What follows belongs to an exercise in optimizing a design on an open flow for small area, a short achievable clock period and few clock cycles per item; a production flow would make more cautious choices. Only the layout flow was run in this run; the RTL was not checked for function there.

`flow/run.sh`:
```
#!/bin/bash
# synth_recipe.tcl (not shown) runs the flow's synth.tcl, then flattens the netlist and writes it again
# the make line also repeats each setting of config.mk as NAME=value (left out here)
make -C /OpenROAD-flow-scripts/flow DESIGN_CONFIG=/design/flow/config.mk WORK_HOME=/design/flow/orfs CLKGATE_MAP_FILE= SYNTH_SCRIPT=/design/flow/synth_recipe.tcl finish
```
`flow/constraint.sdc`:
```
create_clock -name core_clock -period 12.0 [get_ports {clk}]
set_input_delay 2.4000 -clock core_clock [delete_from_list [all_inputs] [get_ports {clk}]]
set_output_delay 2.4000 -clock core_clock [all_outputs]
set_load 0.01 [all_outputs]
```
`flow/design.v`:
```
module r4_rnd_sat #(
    parameter W = 18,
    parameter K = 1
) (
    input  wire signed [W-1:0] v,
    output wire        [15:0]  y
);
    localparam [W:0] HALF = 1 << (K - 1);
    wire        [W:0]   vr = {v[W-1], v} + HALF;
    wire signed [W-K:0] q  = vr[W:K];
    assign y = (q > $signed(32767))  ? 16'h7fff :
               (q < $signed(-32768)) ? 16'h8000 : q[15:0];
endmodule
module r4_addsub (
    input  wire [15:0] a,
    input  wire [15:0] b,
    input  wire        sub,
    input  wire        half,
    output wire [15:0] y
);
    wire signed [16:0] ax = {a[15], a};
    wire signed [16:0] bx = {b[15], b};
    wire signed [16:0] s  = sub ? ax - bx : ax + bx;
    wire [15:0] full_y = (s[16] != s[15]) ? (s[16] ? 16'h8000 : 16'h7fff) : s[15:0];
    wire [15:0] half_y;
    r4_rnd_sat #(.W(17), .K(1)) u_half (.v(s), .y(half_y));
    assign y = half ? half_y : full_y;
endmodule
module r4_rot (
    input  wire [31:0] x,     
    input  wire [31:0] w,     
    input  wire        inv,   
    output wire [31:0] y      
);
    wire signed [15:0] u = x[15:0];
    wire signed [15:0] v = x[31:16];
    wire signed [15:0] c = w[15:0];
    wire signed [15:0] s = w[31:16];
    wire signed [31:0] uc = u * c;
    wire signed [31:0] vs = v * s;
    wire signed [31:0] vc = v * c;
    wire signed [31:0] us = u * s;
    wire signed [33:0] sum_re = inv ? ($signed({{2{uc[31]}}, uc}) - $signed({{2{vs[31]}}, vs}))
                                    : ($signed({{2{uc[31]}}, uc}) + $signed({{2{vs[31]}}, vs}));
    wire signed [33:0] sum_im = inv ? ($signed({{2{vc[31]}}, vc}) + $signed({{2{us[31]}}, us}))
                                    : ($signed({{2{vc[31]}}, vc}) - $signed({{2{us[31]}}, us}));
    wire [15:0] re, im;
    r4_rnd_sat #(.W(34), .K(16)) u_re (.v(sum_re), .y(re));
    r4_rnd_sat #(.W(34), .K(16)) u_im (.v(sum_im), .y(im));
    assign y = {im, re};
endmodule
module r4_butterfly (
    input  wire        clk,
    input  wire        rst,
    input  wire        in_valid,
    output wire        in_ready,
    input  wire [1:0]  in_kind,
    input  wire        in_dir,
    input  wire [31:0] in_a,
    input  wire [31:0] in_b,
    input  wire [31:0] in_c,
    input  wire [31:0] in_d,
    input  wire [31:0] in_w1,
    input  wire [31:0] in_w2,
    input  wire [31:0] in_w3,
    output reg         out_valid,
    output reg  [31:0] out_o0,
    output reg  [31:0] out_o1,
    output reg  [31:0] out_o2,
    output reg  [31:0] out_o3
);
    assign in_ready = 1'b1;
    reg        s0_valid;
    reg [1:0]  s0_kind;
    reg        s0_dir;
    reg [31:0] s0_a, s0_b, s0_c, s0_d;
    reg [31:0] s0_w1, s0_w2, s0_w3;
    always @(posedge clk) begin
        if (rst)
            s0_valid <= 1'b0;
        else
            s0_valid <= in_valid;
        if (in_valid) begin
            s0_kind <= in_kind;
            s0_dir  <= in_dir;
            s0_a    <= in_a;
            s0_b    <= in_b;
            s0_c    <= in_c;
            s0_d    <= in_d;
            s0_w1   <= in_w1;
            s0_w2   <= in_w2;
            s0_w3   <= in_w3;
        end
    end
    wire is_s1 = (s0_kind == 2'd0);
    wire is_s2 = (s0_kind == 2'd1);
    wire halve = !is_s1;    
    function [15:0] pre;
        input [15:0] x;
        input        en;
        pre = en ? {{2{x[15]}}, x[15:2]} : x;
    endfunction
    wire [15:0] xa = pre(s0_a[15:0],  is_s1), ya = pre(s0_a[31:16], is_s1);
    wire [15:0] xb = pre(s0_b[15:0],  is_s1), yb = pre(s0_b[31:16], is_s1);
    wire [15:0] xc = pre(s0_c[15:0],  is_s1), yc = pre(s0_c[31:16], is_s1);
    wire [15:0] xd = pre(s0_d[15:0],  is_s1), yd = pre(s0_d[31:16], is_s1);
    wire [15:0] px, py, qx, qy, rx, ry, sx, sy;
    r4_addsub u_px (.a(xa), .b(xc), .sub(1'b0), .half(1'b0), .y(px));
    r4_addsub u_py (.a(ya), .b(yc), .sub(1'b0), .half(1'b0), .y(py));
    r4_addsub u_qx (.a(xa), .b(xc), .sub(1'b1), .half(1'b0), .y(qx));
    r4_addsub u_qy (.a(ya), .b(yc), .sub(1'b1), .half(1'b0), .y(qy));
    r4_addsub u_rx (.a(xb), .b(xd), .sub(1'b0), .half(1'b0), .y(rx));
    r4_addsub u_ry (.a(yb), .b(yd), .sub(1'b0), .half(1'b0), .y(ry));
    r4_addsub u_sx (.a(xb), .b(xd), .sub(1'b1), .half(1'b0), .y(sx));
    r4_addsub u_sy (.a(yb), .b(yd), .sub(1'b1), .half(1'b0), .y(sy));
    wire [15:0] ax0, ay0, dx, dy, mnx, mny, plx, ply;
    r4_addsub u_ax  (.a(px), .b(rx), .sub(1'b0), .half(1'b1),  .y(ax0));
    r4_addsub u_ay  (.a(py), .b(ry), .sub(1'b0), .half(1'b1),  .y(ay0));
    r4_addsub u_dx  (.a(px), .b(rx), .sub(1'b1), .half(halve), .y(dx));
    r4_addsub u_dy  (.a(py), .b(ry), .sub(1'b1), .half(halve), .y(dy));
    r4_addsub u_mnx (.a(qx), .b(sy), .sub(1'b0), .half(halve), .y(mnx));    
    r4_addsub u_mny (.a(qy), .b(sx), .sub(1'b1), .half(halve), .y(mny));
    r4_addsub u_plx (.a(qx), .b(sy), .sub(1'b1), .half(halve), .y(plx));    
    r4_addsub u_ply (.a(qy), .b(sx), .sub(1'b0), .half(halve), .y(ply));
    wire [15:0] ax1, ay1;
    r4_rnd_sat #(.W(16), .K(1)) u_shx (.v(ax0), .y(ax1));
    r4_rnd_sat #(.W(16), .K(1)) u_shy (.v(ay0), .y(ay1));
    wire [31:0] a_out  = is_s2 ? {ay1, ax1} : {ay0, ax0};
    wire [31:0] d_out  = {dy, dx};
    wire [31:0] mn_out = {mny, mnx};
    wire [31:0] pl_out = {ply, plx};
    reg        s1_valid;
    reg        s1_rot;
    reg        s1_dir;
    reg [31:0] s1_a, s1_d, s1_b1, s1_b3;
    reg [31:0] s1_w1, s1_w2, s1_w3;
    always @(posedge clk) begin
        if (rst)
            s1_valid <= 1'b0;
        else
            s1_valid <= s0_valid;
        if (s0_valid) begin
            s1_rot <= !s0_kind[1];
            s1_dir <= s0_dir;
            s1_a   <= a_out;
            s1_d   <= d_out;
            s1_b1  <= s0_dir ? pl_out : mn_out;
            s1_b3  <= s0_dir ? mn_out : pl_out;
            s1_w1  <= s0_w1;
            s1_w2  <= s0_w2;
            s1_w3  <= s0_w3;
        end
    end
    wire [31:0] r1, r2, r3;
    r4_rot u_rot1 (.x(s1_d),  .w(s1_w2), .inv(s1_dir), .y(r1));
    r4_rot u_rot2 (.x(s1_b1), .w(s1_w1), .inv(s1_dir), .y(r2));
    r4_rot u_rot3 (.x(s1_b3), .w(s1_w3), .inv(s1_dir), .y(r3));
    always @(posedge clk) begin
        if (rst)
            out_valid <= 1'b0;
        else
            out_valid <= s1_valid;
        if (s1_valid) begin
            out_o0 <= s1_a;
            out_o1 <= s1_rot ? r1 : s1_d;
            out_o2 <= s1_rot ? r2 : s1_b1;
            out_o3 <= s1_rot ? r3 : s1_b3;
        end
    end
endmodule
```
`flow/config.mk`:
```
export PLATFORM = sky130hd
export DESIGN_NAME = r4_butterfly
export DESIGN_NICKNAME = r4_butterfly
export VERILOG_FILES = /design/flow/design.v
export SDC_FILE = /design/flow/constraint.sdc
export NUM_CORES = 4
export LEC_CHECK = 0
export CAP_MARGIN = 20
export CORE_MARGIN = 2
export CORE_UTILIZATION = 40
export PLACE_DENSITY = 0.6
export SLEW_MARGIN = 20
```
==> run notes <==
## critical path: cells and delay by family, from the launching register on
kind | cells | cell delay, ns
fa+ha+maj | 8 | 3.66
simple gates | 11 | 2.53
compound gates | 6 | 2.43
flops | 1 | 1.02
xor+xnor | 3 | 0.86
buf+inv | 5 | 0.57
## synthesized netlist by cell type, drive strengths merged, types with 43 or more instances
cell / instances
a21o: 188
a21oi: 722
nor4: 73
nand4: 57
o21ai: 476
nor3: 227
o21bai: 103
nand2b: 230
a31oi: 93
edfxtp: 581
a21boi: 43
nand3: 211
o31ai: 57
nor2b: 115
xor2: 274
o21a: 141
and3: 77
nor2: 730
inv: 3788
fa: 3160
nand2: 2379
o22a: 47
a211oi: 101
and2: 1370
or3: 82
ha: 1458
mux2: 62
or2: 53
clkbuf: 788
xnor2: 730
o211ai: 116
## final timing paths
check / cells past startpoint / slack, ns / start / endpoint
setup / recovery: 33 / 0.65 / s1_d[18] / out_o1[5]
hold / removal: 0 / 0.42 / s0_w1[6] / s1_w1[6]
setup reg to reg: 33 / 0.65 / s1_d[18] / out_o1[5]
hold reg to reg: 0 / 0.42 / s0_w1[6] / s1_w1[6]
## cell type report
type,count,share of cell area
Multi-Input combinational cell,13989,0.7388
Inverter,3790,0.07713
Clock inverter,59,0.003276
Tap cell,5687,0.03858
Sequential cell,584,0.09495
Antenna cell,13,0.0001764
Timing Repair Buffer,718,0.03471
Clock buffer,99,0.01239
## timing repair
item                       4_1_cts  5_1_grt
resized for setup                0        8
buffers inserted                 0       31
hold buffers                     0        0
setup endpoints to repair        0       79
## through the flow
step | instance area [um2] | std cells | util
after floorplan | 171000 | 19185 | -
after global placement | 181200 | 24737 | 0.4249
after detailed placement | 181200 | 24737 | 0.4249
after CTS | 184100 | 24895 | 0.4317
after global routing | 184400 | 24931 | 0.4325
final | 184500 | 24939 | 0.4326
## cells by family (layout without fill, tap and decap cells)
family / Yosys count / after routing / synth area share
xor gates and xnor gates: 1008 / 1008 / 0.05205
other: 1 / 14 / 0.00002193
muxes: 99 / 99 / 0.006249
AOI/OAI and AO/OA: 2494 / 2494 / 0.09617
DFF: 584 / 584 / 0.1024
and+or+nand+nor: 5755 / 5755 / 0.1643
adders and majority gates: 4632 / 4632 / 0.4774
buffers and inverters: 4612 / 4666 / 0.1014
## metal layers
metal,global-route usage,vias to the layer above,part of all wire
met5,0,-,0.00015
li1,-,60021,-
met3,0.03049,638,0.063
met1,0.3357,66018,0.45
met4,0.07837,12,0.038
met2,0.3808,3728,0.45
==> results_dict.tcl <==
set metrics [dict create \
    worst_path_max_delay_cell "edfxtp_1" \
    ys_top_cells_by_area "fa_1 37%, ha_1 11%, edfxtp_1 10%, inv_1 8.3%, nand2_1 5.2%" \
    clk_root_buffer_cell "clkbuf_16" \
    rsz0062_at_grt "false" \
    timing.final.setup_violations 0 \
    synth.yosys.seq_area_share 0.1024 \
    cp_slowest_stage_delay_ns 1.02 \
    floorplan.core_area_mm2 0.4264 \
    hold_class "reg -> reg" \
    clk_transition_reported_paths_ns 0.06 \
    critical_path_peak_fanout 15 \
    die_height_um 657.8 \
    post_drt_wl_per_cell_um 20.48 \
    timing.critical_path.to_type "flop" \
    post_synth_design_cell_area_mm2 0.1710 \
    postSynthRegisterBits 584 \
    timing.critical_path.required_ns 12.63 \
    worst_slew_pin_slew_ns 1.183 \
    largest_net_degree_at_the_start_of_global_routing 84 \
    cts_htree_levels 3 \
    detailedPlacementHpwl_um 421300 \
    ctsLongestPathBuffers 4 \
    grt_pass1_vias 133612 \
    setup_total_negative_slack_ns 0 \
    synthDominantAreaCellType "fa_1" \
    clock-skew-final_ns 0.07087 \
    total_global_routing_track_utilization 0.2387 \
    drive_gt1_frac 0.03706 \
    drt_first_iter_violations 9549 \
    crit_arrival_ns 11.98 \
    mostFrequentLayoutCells "3,787 x inv_1, 3,160 x fa_1, 2,379 x nand2_1" \
    ant_nets 0 \
    cts_bufs_inserted 90 \
    tritoncts_num_sinks 584 \
    drcViolationCount 0 \
    finalWirelength_um 510800 \
    wire_length_of_the_first_global_routing_pass_um 800200 \
    period_minus_slack_ns 11.35 \
    fin_crit_sh 0.9462 \
    mappedNetlistNets 24033 \
    area_growth_pct 7.867 \
    worst_skew_pair.late_latency_ns 0.88 \
    finalWorstSetupSlack_ns 0.6452 \
    yosys.area.top_type_share 0.3699 \
    synth_area_per_cell_um2 8.913 \
    dr.pass1.iters 6 \
    fill_cells 42003 \
    placement.setup.worst_slack_ns 0.6376 \
    report.final.slew_viol_count 0 \
    detailroute.via_count 130417 \
    globalRoute.totalOverflow 0 \
    yosysWarnings 1 \
    sequential_cell_area_mm2 0.01751 \
    netlist-cell-type-count 121 \
    hold_violation_total_from_the_final_report 0 \
    tritoncts "built" \
    layout.nets 24021 \
    maxCapViolations 0 \
    antenna_violations_before_repair 22 \
    chipWidth_um 657.8 \
    fin_hold_ws_ns 0.4167 \
    design.die.area_mm2 0.4327 \
    postSynth.asyncResetShare 0 \
    num_rows 240 \
    max_freq_ghz 0.08807 \
    status "complete, no violations" \
    post_drt_via_cell_ratio 5.229 \
    numPortBuffers 358 \
    layout.cells.most_common "inv_1" \
    syn-instance-count 19185 \
    multi_input_area_mm2 0.1363 \
    boundary_pin_count 360 \
    routabilityCongestion 0.9294 \
    floorplan.initialDensity 0.4010 \
    setup.worst_path.class "reg -> reg" \
    cp_common_cell "fa_1" \
    synthFlopType "edfxtp_1" \
    synth-edff-count 581 \
    timing.max_slew.rel_slack 0.2115 \
    cp-start-kind "flop" \
]

-- separate check: timing with driven ports --
The results above use ideal ports. As a check the final layout listed here was re-extracted and re-timed, cells and wires unchanged.
Step 1, drivers: a clkbuf_16 drives clk and a buf_2 each remaining input, both assumed.
Step 2 moves the port delays by t, midway between the first and last clock arrival at a register: inputs arrive t later, outputs are due t later. That takes back most of the time a late clock gives input paths.
Slacks: ideal ports / drivers / drivers and shift; pairs: ideal ports / drivers.
t (ns): 0.957
slack for setup (ns): 0.645 / 0.645 / 0.645
worst setup path after step 2: register to register
worst slew at a driven data input, ns: 0.08
pins driven straight from the clock port: 1
After both steps this run still meets setup and hold. The setup slack of this run moves by 0.000 ns with the drivers and by 0.000 ns with both steps.
